This design comes from an exercise in tuning for small area, a short achievable clock period and few clock cycles per item on the open sky130 flow, not from production work.
Only simulation tests tie the RTL to the original design; equivalence was not proved.

## flow/design.v (module list and top-level ports; edited modules follow where they fit)
// module mont_mul: 2250 lines
module mont_mul (
    input  wire         clk,
    input  wire         rst,
    input  wire         start,
    input  wire [1:0]   op,
    input  wire [259:0] a,
    input  wire [259:0] b,
    output wire         ready,
    output reg          done,
    output wire [259:0] result
);
  // ...
==> flow/flow/run.sh <==
#!/bin/bash
# Own layout flow: the standard flow, with two changes between synthesis
# and floorplan:
#  1. flow/polarity.py removes the inverters that Yosys' full-adder extraction
#     leaves between full adders (each full adder is built in the polarity
#     that needs no inverter; the netlist's registers are not touched);
#  2. ports are buffered with buf_1 cells instead of the default delay cell.
# Each tool's output goes to a log file of its own in this folder.
set -euo pipefail
R=orfs/results/${FLOW_PLATFORM}/mont_mul/base
LIB=${FLOW_HOME}/platforms/${FLOW_PLATFORM}/lib/sky130_fd_sc_hd__tt_025C_1v80.lib

bash standard.sh synth > synth.log 2>&1
cp ${R}/1_2_yosys.v ${R}/1_2_yosys_std.v
python3 flow/polarity.py ${R}/1_2_yosys_std.v ${R}/1_2_yosys.v ${LIB} > polarity.log 2>&1
rm -f ${R}/1_synth.odb
BUFFER_PORTS_ARGS="-buffer_cell sky130_fd_sc_hd__buf_1" bash standard.sh finish > layout.log 2>&1
==> flow/flow/polarity.py <==
#!/usr/bin/env python3
"""Removes inverters between full adders of a synthesized netlist.

A full adder is self-dual: FA(~a, ~b, ~c) = (~s, ~co). Every full adder may
therefore be built in either polarity. This pass drops all inverters, picks
a polarity per full adder by local search so that as few nets as possible
are needed in both polarities, and adds one inverter per net that still is.
Registers and all other cells are kept as they are.

usage: polarity.py IN.v OUT.v LIBERTY
"""
import re, sys, collections

src, dst, lib = sys.argv[1], sys.argv[2], sys.argv[3]
text = open(src).read()

# output pins of each library cell
outpins = collections.defaultdict(set)
cell_area = {}
lt = open(lib).read()
for m in re.finditer(r'\bcell\s*\(\s*"?(\w+)"?\s*\)\s*\{', lt):
    start = m.end(); depth = 1; i = start
    while depth and i < len(lt):
        if lt[i] == '{': depth += 1
        elif lt[i] == '}': depth -= 1
        i += 1
    body = lt[start:i]
    am = re.search(r'\barea\s*:\s*([\d.]+)', body)
    if am: cell_area[m.group(1)] = float(am.group(1))
    for pm in re.finditer(r'\bpin\s*\(\s*"?(\w+)"?\s*\)\s*\{([^{}]*)', body):
        if re.search(r'direction\s*:\s*"?output', pm.group(2)):
            outpins[m.group(1)].add(pm.group(1))

mod_start = text.index('module ')
mod_end = text.rindex('endmodule')
body = text[mod_start:mod_end]
cell_re = re.compile(r'(?:\(\*[^*]*\*\)\s*)*\b(sky130_fd_sc_hd__\w+)\s+(\S+)\s*\((.*?)\);', re.S)
pin_re = re.compile(r'\.(\w+)\(\s*((?:[^()]|\([^()]*\))*?)\s*\)')

cells = []
spans = []
for m in cell_re.finditer(body):
    typ, name, pins = m.group(1), m.group(2), m.group(3)
    pl = [(p, n.strip()) for p, n in pin_re.findall(pins)]
    cells.append([typ, name, pl])
    spans.append((m.start(), m.end()))
assert not re.search(r'^\s*assign\b', body, re.M), 'assign statements not handled'

n_ha = 0

def is_inv(t): return re.match(r'sky130_fd_sc_hd__(clk)?inv_\d+$', t) is not None
def is_fa(t): return re.match(r'sky130_fd_sc_hd__fa_\d+$', t) is not None

driver = {}
loads = collections.defaultdict(list)
for ci, (t, n, pl) in enumerate(cells):
    for p, net in pl:
        if p in outpins[t]:
            assert net not in driver, net
            driver[net] = (ci, p)
        else:
            loads[net].append((ci, p))

# output ports
hdr = body[:body.index(');') + 2]
ports_out = set()
for m in re.finditer(r'^\s*output\s+(\[(\d+):(\d+)\]\s*)?(\w+)\s*;', body, re.M):
    if m.group(1):
        hi, lo = int(m.group(2)), int(m.group(3))
        for k in range(min(hi, lo), max(hi, lo) + 1): ports_out.add('%s[%d]' % (m.group(4), k))
    else:
        ports_out.add(m.group(4))

root_memo = {}
def root(net):
    if net in root_memo: return root_memo[net]
    d = driver.get(net)
    if d and is_inv(cells[d[0]][0]):
        inp = dict(cells[d[0]][2])['A']
        r, par = root(inp)
        res = (r, par ^ 1)
    else:
        res = (net, 0)
    root_memo[net] = res
    return res

fa_ids = [ci for ci, c in enumerate(cells) if is_fa(c[0])]
x = {ci: 0 for ci in fa_ids}
# gates whose output may be complemented by swapping to the complementary cell
PAIRS = [('and2', 'nand2'), ('or2', 'nor2'), ('and3', 'nand3'), ('or3', 'nor3'), ('and4', 'nand4'),
         ('or4', 'nor4'), ('a21o', 'a21oi'), ('o21a', 'o21ai'), ('a22o', 'a22oi'), ('o22a', 'o22ai'),
         ('a211o', 'a211oi'), ('o211a', 'o211ai'), ('a31o', 'a31oi'), ('o31a', 'o31ai'), ('a32o', 'a32oi'),
         ('o32a', 'o32ai'), ('a221o', 'a221oi'), ('o221a', 'o221ai'), ('xor2', 'xnor2'), ('xor3', 'xnor3'),
         ('mux2', 'mux2i'), ('or2b', 'nor2b'), ('and2b', 'nand2b'), ('a21bo', 'a21boi'), ('o21ba', 'o21bai'),
         ('a2bb2o', 'a2bb2oi'), ('o2bb2a', 'o2bb2ai'), ('a311o', 'a311oi'), ('o311a', 'o311ai'),
         ('a41o', 'a41oi'), ('o41a', 'o41ai'), ('a2111o', 'a2111oi'), ('o2111a', 'o2111ai')]
comp = {}
for p, q in PAIRS: comp[p] = q; comp[q] = p
area = dict(cell_area)
def comp_cell(t):
    m = re.match(r'sky130_fd_sc_hd__(\w+?)_(\d+)$', t)
    if not m or m.group(1) not in comp: return None
    c = comp[m.group(1)]
    for d in (m.group(2), '1', '2', '0', '4'):
        nm = 'sky130_fd_sc_hd__%s_%s' % (c, d)
        if nm in area and nm in outpins: return nm
    return None
gate_flip = {}
for ci, c in enumerate(cells):
    if is_fa(c[0]) or is_inv(c[0]): continue
    cc = comp_cell(c[0])
    if cc and len(outpins[c[0]]) == 1 and len(outpins[cc]) == 1:
        gate_flip[ci] = (cc, area[cc] - area[c[0]])
        x[ci] = 0
# demands: list of (root, base_par, fa_ci or None)
dem = collections.defaultdict(list)   # root -> list of (par, fa or None)
fa_in = collections.defaultdict(list) # fa -> roots it reads
for ci, (t, n, pl) in enumerate(cells):
    if is_inv(t): continue
    for p, net in pl:
        if p in outpins[t]: continue
        r, par = root(net)
        f = ci if is_fa(t) else None
        dem[r].append((par, f))
        if f is not None: fa_in[f].append(r)
for o in ports_out:
    if o in driver or o in root_memo or True:
        r, par = root(o)
        if (r, par) != (o, 0):
            dem[r].append((par, None))
# availability: root driven by a full adder output
src_fa = {}
for ci in fa_ids + list(gate_flip):
    for p, net in cells[ci][2]:
        if p in outpins[cells[ci][0]]:
            src_fa[net] = ci

def avail(r): return x[src_fa[r]] if r in src_fa else 0
def need(r):
    a = avail(r)
    for par, f in dem[r]:
        w = par ^ (x[f] if f is not None else 0)
        if w != a: return 1
    return 0

def affected(ci):
    s = set(fa_in[ci]) if ci in fa_in else set()
    for p, net in cells[ci][2]:
        if p in outpins[cells[ci][0]]: s.add(net)
    return s

INV = 3.75
def gcost(ci): return gate_flip[ci][1] if (ci in gate_flip and x[ci]) else 0.0
n_inv0 = sum(1 for c in cells if is_inv(c[0]))
cost0 = sum(need(r) for r in list(dem))
# exact start: parity union-find over net connections between flippable cells
flippable = set(fa_ids) | set(gate_flip)
parent = {ci: ci for ci in flippable}; rel = {ci: 0 for ci in flippable}
def find(a):
    if parent[a] == a: return a, 0
    r, p = find(parent[a]); parent[a] = r; rel[a] ^= p; return r, rel[a]
import sys as _s; _s.setrecursionlimit(100000)
bad = 0
for r in dem:
    if r not in src_fa: continue
    g = src_fa[r]
    for par, f in dem[r]:
        if f is None: continue
        # want: x[g] == par ^ x[f]
        ra, pa = find(g); rb, pb = find(f)
        if ra == rb:
            if (pa ^ pb) != par: bad += 1
        else:
            parent[rb] = ra; rel[rb] = pa ^ pb ^ par
for ci in flippable:
    r, p = find(ci); x[ci] = p
comps = collections.defaultdict(list)
for ci in flippable: comps[find(ci)[0]].append(ci)
def total():
    return INV * sum(need(r) for r in dem) + sum(gcost(ci) for ci in gate_flip)
for rt, members in comps.items():
    rs = set()
    for ci in members: rs |= affected(ci)
    c0 = INV * sum(need(r) for r in rs) + sum(gcost(ci) for ci in members)
    for ci in members: x[ci] ^= 1
    c1 = INV * sum(need(r) for r in rs) + sum(gcost(ci) for ci in members)
    if c1 >= c0:
        for ci in members: x[ci] ^= 1
sys.stderr.write('parity conflicts %d, components %d\n' % (bad, len(comps)))
changed = True; rounds = 0
while changed and rounds < 50:
    changed = False; rounds += 1
    for ci in fa_ids + list(gate_flip):
        rs = affected(ci)
        before = INV * sum(need(r) for r in rs) + gcost(ci)
        x[ci] ^= 1
        after = INV * sum(need(r) for r in rs) + gcost(ci)
        if after < before - 1e-9: changed = True
        else: x[ci] ^= 1
cost1 = sum(need(r) for r in list(dem))

# rebuild
newnet = {}
k = 0
new_inv = []
def phys(r, w):
    global k
    if w == avail(r): return r
    if r not in newnet:
        nm = '_pol%d_' % len(newnet)
        newnet[r] = nm
        new_inv.append((r, nm))
    return newnet[r]

out_cells = []
for ci, (t, n, pl) in enumerate(cells):
    if is_inv(t): continue
    conns = []
    t0 = t
    if ci in gate_flip and x[ci]:
        t = gate_flip[ci][0]
    for p, net in pl:
        if p in outpins[t0]:
            conns.append((list(outpins[t])[0] if ci in gate_flip and x[ci] else p, net))
        else:
            r, par = root(net)
            w = par ^ (x[ci] if is_fa(t) else 0)
            conns.append((p, phys(r, w)))
    out_cells.append((t, n, conns))
# output ports driven through inverters: drive them directly
extra = []
for o in sorted(ports_out):
    r, par = root(o)
    if (r, par) != (o, 0):
        extra.append(('sky130_fd_sc_hd__buf_1' if par == 0 else None, o, r, par))
for (r, nm) in new_inv:
    out_cells.append(('sky130_fd_sc_hd__inv_1', '_polinv%s' % nm[4:], [('A', r), ('Y', nm)]))
for t, o, r, par in extra:
    if par == 0:
        out_cells.append(('sky130_fd_sc_hd__buf_1', '_polbuf_%d' % len(out_cells), [('A', r), ('X', o)]))
    else:
        out_cells.append(('sky130_fd_sc_hd__inv_1', '_polpo_%d' % len(out_cells), [('A', phys(r, avail(r))), ('Y', o)]))

# declarations: keep everything before the first cell, add new wires
first = spans[0][0] if spans else len(body)
decl = body[:first]
rest_nonc = []
last = first
for (a, b) in spans:
    chunk = body[last:a]
    if chunk.strip(): rest_nonc.append(chunk)
    last = b
tail = body[last:]
out = [text[:mod_start], decl]
for r, nm in new_inv:
    out.append('  wire %s;\n' % nm)
for t, n, conns in out_cells:
    out.append('  %s %s (\n%s\n  );\n' % (t, n, ',\n'.join('    .%s(%s%s)' % (p, net, ' ' if net.startswith('\\') else '') for p, net in conns)))
for ch in rest_nonc:
    if re.search(r'\b(sky130_fd_sc_hd__)', ch): raise SystemExit('unparsed cell text')
    out.append(ch)
out.append(tail)
out.append(text[mod_end:])
open(dst, 'w').write(''.join(out))
sys.stderr.write('polarity: %d gates swapped; ' % sum(1 for ci in gate_flip if x[ci]) + 'polarity: %d full adders, %d flipped, inverters %d -> %d (nets needing both polarities %d -> %d), %d rounds\n'
                 % (len(fa_ids), sum(x[ci] for ci in fa_ids), n_inv0, len(new_inv) + sum(1 for e in extra if e[3]), cost0, cost1, rounds))
==> flow/standard.sh <==
#!/bin/bash
# synth_recipe.tcl (not shown) runs the flow's synth.tcl, then flattens the netlist and writes it again
# the make line also repeats each setting of config.mk as NAME=value (left out here)
make -C /OpenROAD-flow-scripts/flow DESIGN_CONFIG=/design/flow/config.mk WORK_HOME=/design/flow/orfs CLKGATE_MAP_FILE= SYNTH_SCRIPT=/design/flow/synth_recipe.tcl "${@:-finish}"
==> flow/config.mk <==
export PLATFORM = sky130hd
export DESIGN_NAME = mont_mul
export DESIGN_NICKNAME = mont_mul
export VERILOG_FILES = /design/flow/design.v
export SDC_FILE = /design/flow/constraint.sdc
export NUM_CORES = 4
export LEC_CHECK = 0
export ABC_AREA = 1
export CAP_MARGIN = 10
export CORE_MARGIN = 2
export CORE_UTILIZATION = 40
export SETUP_SLACK_MARGIN = 5
export SLEW_MARGIN = 10
==> flow/constraint.sdc <==
create_clock -name core_clock -period 9.0 [get_ports {clk}]
set_input_delay 1.8000 -clock core_clock [delete_from_list [all_inputs] [get_ports {clk}]]
set_output_delay 1.8000 -clock core_clock [all_outputs]
set_load 0.01 [all_outputs]
==> flow_summary_export.csv, run 1 <==
group,metric,value,unit
layout,sh_seq_area,30.6,%
global_route,grt_overflow_total,0,
timing,drv_slew,0,
worst_setup_path,worstSetupStartpoint,"bc[5]$_DFF_P_",
layout,nFlopsAndLatches,1106,
flow_run,maxCapViolations,0,
placement,hpwl,242,mm
timing,layout_worst_path_cycle_share,44.0,%
worst_setup_path,arrival,4.65,ns
layout,final_cell_area,89300,sq um
layout,reg_top3,"RS x265, RC x264, B x260",
global_route,grt.busiest_layer,"met2",
route,wl_per_cell,26.7,microns
layout,nFillCells,19778,
floorplanning,core-area,202000,sq um
hold_path,hold_class,"reg -> reg",
layout,layout_common_cells,"nand2_1, buf_1, inv_1",
worst_setup_path,ff2ff_path_depth,8,
route,ant_nets,0,
route,drc_errors,0,
placement,dpl_cell_area,84200,sq um
layout,finish.utilization,44.3,%
outcome,status,"no timing/DRC/antenna violations",
global_route,met2_usage,46.1,%
worst_setup_path,path_max_fanout,108,
synth,syn_area,81000,sq um
global_route,grtUsageMet3,6.84,%
worst_setup_path,r2r_setup_slack,5.04,ns
worst_setup_path,cp-start-kind,"flop",
synth,synth_area_per_cell,9.08,sq um
layout,largest_class,"multi-input gates",
layout,multi_input_area_share,53.0,%
route,routed_wl,321,mm
placement,numPlacedInstances,11713,
clock_tree,post-cts-setup-buffer-count,11,
floorplanning,dieArea,206000,sq um
Testbench counts, summed over its fixed seeds: cycles 38,428, items 384.
==> run 2: changes to the inputs <==
--- a/flow/design.v
+++ b/flow/design.v
@@ -22,21 +22,25 @@
     reg  [6:0]   cnt;
     reg          run, first, active, sub, pend, p1, op_mul, ready_r, negl, settled;
     assign ready  = ready_r;
     assign result = RS[259:0];
     wire acc = start & ready_r;
     wire [259:0] Y = B;
     wire [260:0] Y1 = {1'b0, Y};
     wire [260:0] Y2 = {Y, 1'b0};
-    reg  [5:0] bc;
+    reg  [5:0] bc, bcn;
     wire neg0 = bc[0], one0 = bc[1], two0 = bc[2];
     wire neg1 = bc[3], one1 = bc[4], two1 = bc[5];
-    wire [260:0] pp0 = ((one0 ? Y1 : 261'd0) | (two0 ? Y2 : 261'd0)) ^ {261{neg0}};
-    wire [260:0] pp1 = ((one1 ? Y1 : 261'd0) | (two1 ? Y2 : 261'd0)) ^ {261{neg1}};
+    wire neg0h = ~bcn[0], one0h = ~bcn[1], two0h = ~bcn[2];
+    wire neg1h = ~bcn[3], one1h = ~bcn[4], two1h = ~bcn[5];
+    wire [260:0] pp0 = {((one0h ? Y1[260:130] : 131'd0) | (two0h ? Y2[260:130] : 131'd0)) ^ {131{neg0h}},
+                        ((one0  ? Y1[129:0]   : 130'd0) | (two0  ? Y2[129:0]   : 130'd0)) ^ {130{neg0}}};
+    wire [260:0] pp1 = {((one1h ? Y1[260:130] : 131'd0) | (two1h ? Y2[260:130] : 131'd0)) ^ {131{neg1h}},
+                        ((one1  ? Y1[129:0]   : 130'd0) | (two1  ? Y2[129:0]   : 130'd0)) ^ {130{neg1}}};
     wire [261:0] gs = first ? (262'd1 << 261) : RS[265:4];
     reg  [4:0]   x5;
     always @(*) begin
         case ({first, RS[3:0], RC[3:0]})
             9'd0: x5 = 5'd0;
             9'd1: x5 = 5'd1;
             9'd2: x5 = 5'd2;
             9'd3: x5 = 5'd3;
@@ -2183,16 +2187,17 @@
             RC <= nc;
         end else begin
             RS <= {5'd0, bsum};
             RC <= negl ? {5'd0, NEGL} : 266'd0;
         end
         CR <= run ? 33'd0 : (bcar & {33{~(rst | z)}});
         A  <= A_d;
         bc <= bc_d;
+        bcn <= ~bc_d;
         if (ready_r)
             B <= b;
         else if (cvp1 | y_rr)
             B <= RR;
         else if (y_one)
             B <= 260'd1;
         if (ready_r) begin
             y_rr   <= (op == OP_TOMONT);
==> flow/config.mk (replaced) <==
export PLATFORM = sky130hd
export DESIGN_NAME = mont_mul
export DESIGN_NICKNAME = mont_mul
export VERILOG_FILES = /design/flow/design.v
export SDC_FILE = /design/flow/constraint.sdc
export NUM_CORES = 4
export LEC_CHECK = 0
export ABC_AREA = 1
export CAP_MARGIN = 20
export CORE_MARGIN = 2
export CORE_UTILIZATION = 40
export SETUP_SLACK_MARGIN = 5
export SLEW_MARGIN = 20
==> run 2 against run 1 <==
  * Worst hold slack worse by 0.044 ns
  * Cell count up 0.18%
  * Critical path depth up 2
  * Synthesized area up 0.11%
  * Non-clock buffer count down 8
  * Maximum frequency down 0.50%
  * Critical path type unchanged
  * Via count down 0.60%
==> flow_summary_export.csv, run 2 <==
group,metric,value,unit
layout,ff_latch_area,27500,sq um
clock_tree,clock_latency,0.83,ns
global_route,grt_overflow_total,0,
floorplanning,num_rows,165,
global_route,grt_max_degree,204,
worst_setup_path,cp-start-kind,"flop",
route,ant_nets,0,
layout,final_common_cell,"nand2_1",
global_route,grt_first_pass_wirelength,451,mm
clock_tree,path_clk_slew,0.06,ns
layout,finish.utilization,44.3,%
route,via_per_inst,5.51,
floorplanning,initial_core_util,40.2,%
layout,layout_common_cells,"nand2_1, buf_1, inv_1",
layout,final_nets,10843,
clock_tree,ctsHoldBuffers,0,
worst_setup_path,r2r_setup_slack,5.02,ns
layout,multiInputGateArea,47200,sq um
route,drc_errors,0,
route,drt_iter0_markers,6059,
placement,io_buffers,786,
worst_setup_path,arrival,4.64,ns
layout,nFillCells,19801,
worst_setup_path,cpMaxStageDelayCell,"nor3_1",
synth,synth_area_per_cell,9.07,sq um
worst_setup_path,path_max_fanout,22,
hold_path,hold_class,"reg -> reg",
timing,drv_slew,0,
placement,numPlacedInstances,11730,
layout,largest_reg_flops,265,
clock_tree,cts_root_buf,"clkbuf_16",
placement,hpwl,237,mm
route,wl_per_cell,26.1,microns
placement,gp_congestion,0.937,
layout,drive_gt1_share,4.38,%
timing,fmax,251,MHz
flow_run,maxCapViolations,0,
timing,max_slew.worst_pin.slew,1.19,ns
worst_setup_path,crit_top_cell,"nand2_1",
clock_tree,clock-sinks,1112,
worst_setup_path,path_class,"reg -> reg",
placement,dp_slack,3.84,ns
timing,slew-limit-headroom,19.9,%
clock_tree,cts_tree,"done",
layout,top_register,"RS",
route,first_pass_iters,5,
timing,layout_worst_path_cycle_share,44.2,%
worst_setup_path,critical_path.max_stage_delay,0.92,ns
floorplanning,core-area,202000,sq um
outcome,status,"no timing/DRC/antenna violations",
synth,syn-instance-count,8942,
worst_setup_path,required,9.66,ns
timing,fin_setup_tns,0,ns
floorplanning,fp.dieW,454,microns
global_route,grt_usage,29.8,%
timing,finalCriticalPeriod,3.98,ns
synth,syn_nets,10567,
layout,reg_top3,"RS x265, RC x264, B x260",
layout,syn2layout_area_growth,10.2,%
clock_tree,cts_buffers,140,
timing,finalHoldViolations,0,
route,vias,66251,
synth,syn_area,81100,sq um
worst_setup_path,crit_family,"simple AND/OR/NAND/NOR gates",
clock_tree,htreeDepth,4,
floorplanning,pin_count,787,
worst_setup_path,end_kind,"flop",
global_route,grt_pass1_vias,66021,
floorplanning,dieArea,206000,sq um
worst_setup_path,path_cells,"or2_2, nor3_1, nand2_1, nor3_1, nand2_1, nor2_1, nand2_1, nand2_2, buf_4, nor2_1",
layout,layout.cells.non_filler,12029,
route,routed_wl,314,mm
timing,worst_slack,5.02,ns
timing,rsz0062_at_grt,"yes",
synth,ys_warn_count,1,
global_route,antenna_found_initial,28,
timing,setup_viol,0,
timing,finalClockSkew,0.0399,ns
floorplanning,fp.dieH,454,microns
worst_setup_path,critPathBufInv,1,
clock_tree,clock_path_buffers,3,
[run 2: cell count changes in the layout (fill, tap and decap cells not counted), moves of 12 or more]
cell	previous run	this run
nand4_1	63	75
o21a_1	27	15
o21ai_1	30	15
o21ai_0	314	360
xor2_1	388	376
o211ai_1	153	174
nor4_1	39	16
inv_1	692	743
nor3_1	31	47
a21oi_1	403	338
[run 2: final timing paths]
kind | startpoint | to | cells past startpoint
setup / recovery | RC[8]$_SDFF_PN0_ | CR[27]$_SDFF_PP0_ | 10
hold / removal | A[260]$_SDFFE_PP0P_ | A[260]$_SDFFE_PP0P_ | 2
setup reg to reg | RC[8]$_SDFF_PN0_ | CR[27]$_SDFF_PP0_ | 10
hold reg to reg | A[260]$_SDFFE_PP0P_ | A[260]$_SDFFE_PP0P_ | 2
[run 2: worst register-to-register path, stage by stage, from the launching register on]
cell and delay [ns]:
dfxtp_1 0.33, or2_2 0.34, nor3_1 0.52, nand2_1 0.11, nor3_1 0.92, nand2_1 0.15
nor2_1 0.15, nand2_1 0.12, nand2_2 0.44, buf_4 0.66, nor2_1 0.11
[run 2: final cells by class]
class,instances,share of cell area (%)
antenna,19,0.0532
clock buffer,186,4.33
clock inverter,76,0.978
inverter,760,3.28
multi-input combinational,6345,52.8
sequential,1112,30.8
tap,2672,3.74
timing repair buffer,857,4.09
timing repair inverter,2,0.0140
[run 2: through the flow]
step / instance area [sq um] / hold slack [ns]
CTS: 89200 / 0.473
floorplan: 81100 / 0.326
global placement: 84300 / 0.463
global route: 89400 / 0.503
detailed placement: 84300 / 0.464
finish: 89400 / 0.473
[run 2: per-layer routing]
metal	global-route usage, %	wire length [microns]	part of all wire (%)	up-vias
met5	0	48	0.015	-
met4	18.0	21500	6.8	8
met3	6.18	26100	8.3	644
met2	47.7	145000	46	3087
met1	37.1	122000	39	32648
li1	-	-	-	29864
[run 2: repair_timing]
item,CTS,global route
buffers inserted,4,10
setup endpoints to repair,264,216
gates cloned,3,1
pin swaps,2,2
gates resized for setup,39,27
Testbench counts of run 2, summed over its fixed seeds: cycles 38,428, items 384.

[what the ideal ports hide]
No port has a modelled driver above. Below, the same layouts with a new extraction and two added sets of constraints.
Step 1 sets driving cells, clkbuf_16 on the clock port and buf_2 on the other inputs (assumed; they add their load-dependent delay and slew).
Step 2, shift: input delay + t, output delay - t, t = (earliest + latest rising clock arrival at the registers) / 2. This alone moves slack from input paths to output paths.
Three values: ideal, step 1, step 2; two values: the first two.
| run | t, ns | slack for setup (ns) | worst slew at a driven data input, ns | cell pins on the clock port's net |
|---|---|---|---|---|
| run 1 | 0.905 | 5.041 / 5.041 / 5.041 | 0.20 | 1 |
| run 2 | 0.895 | 5.021 / 5.021 / 5.021 | 0.28 | 1 |
After both steps every run listed still meets setup and hold.
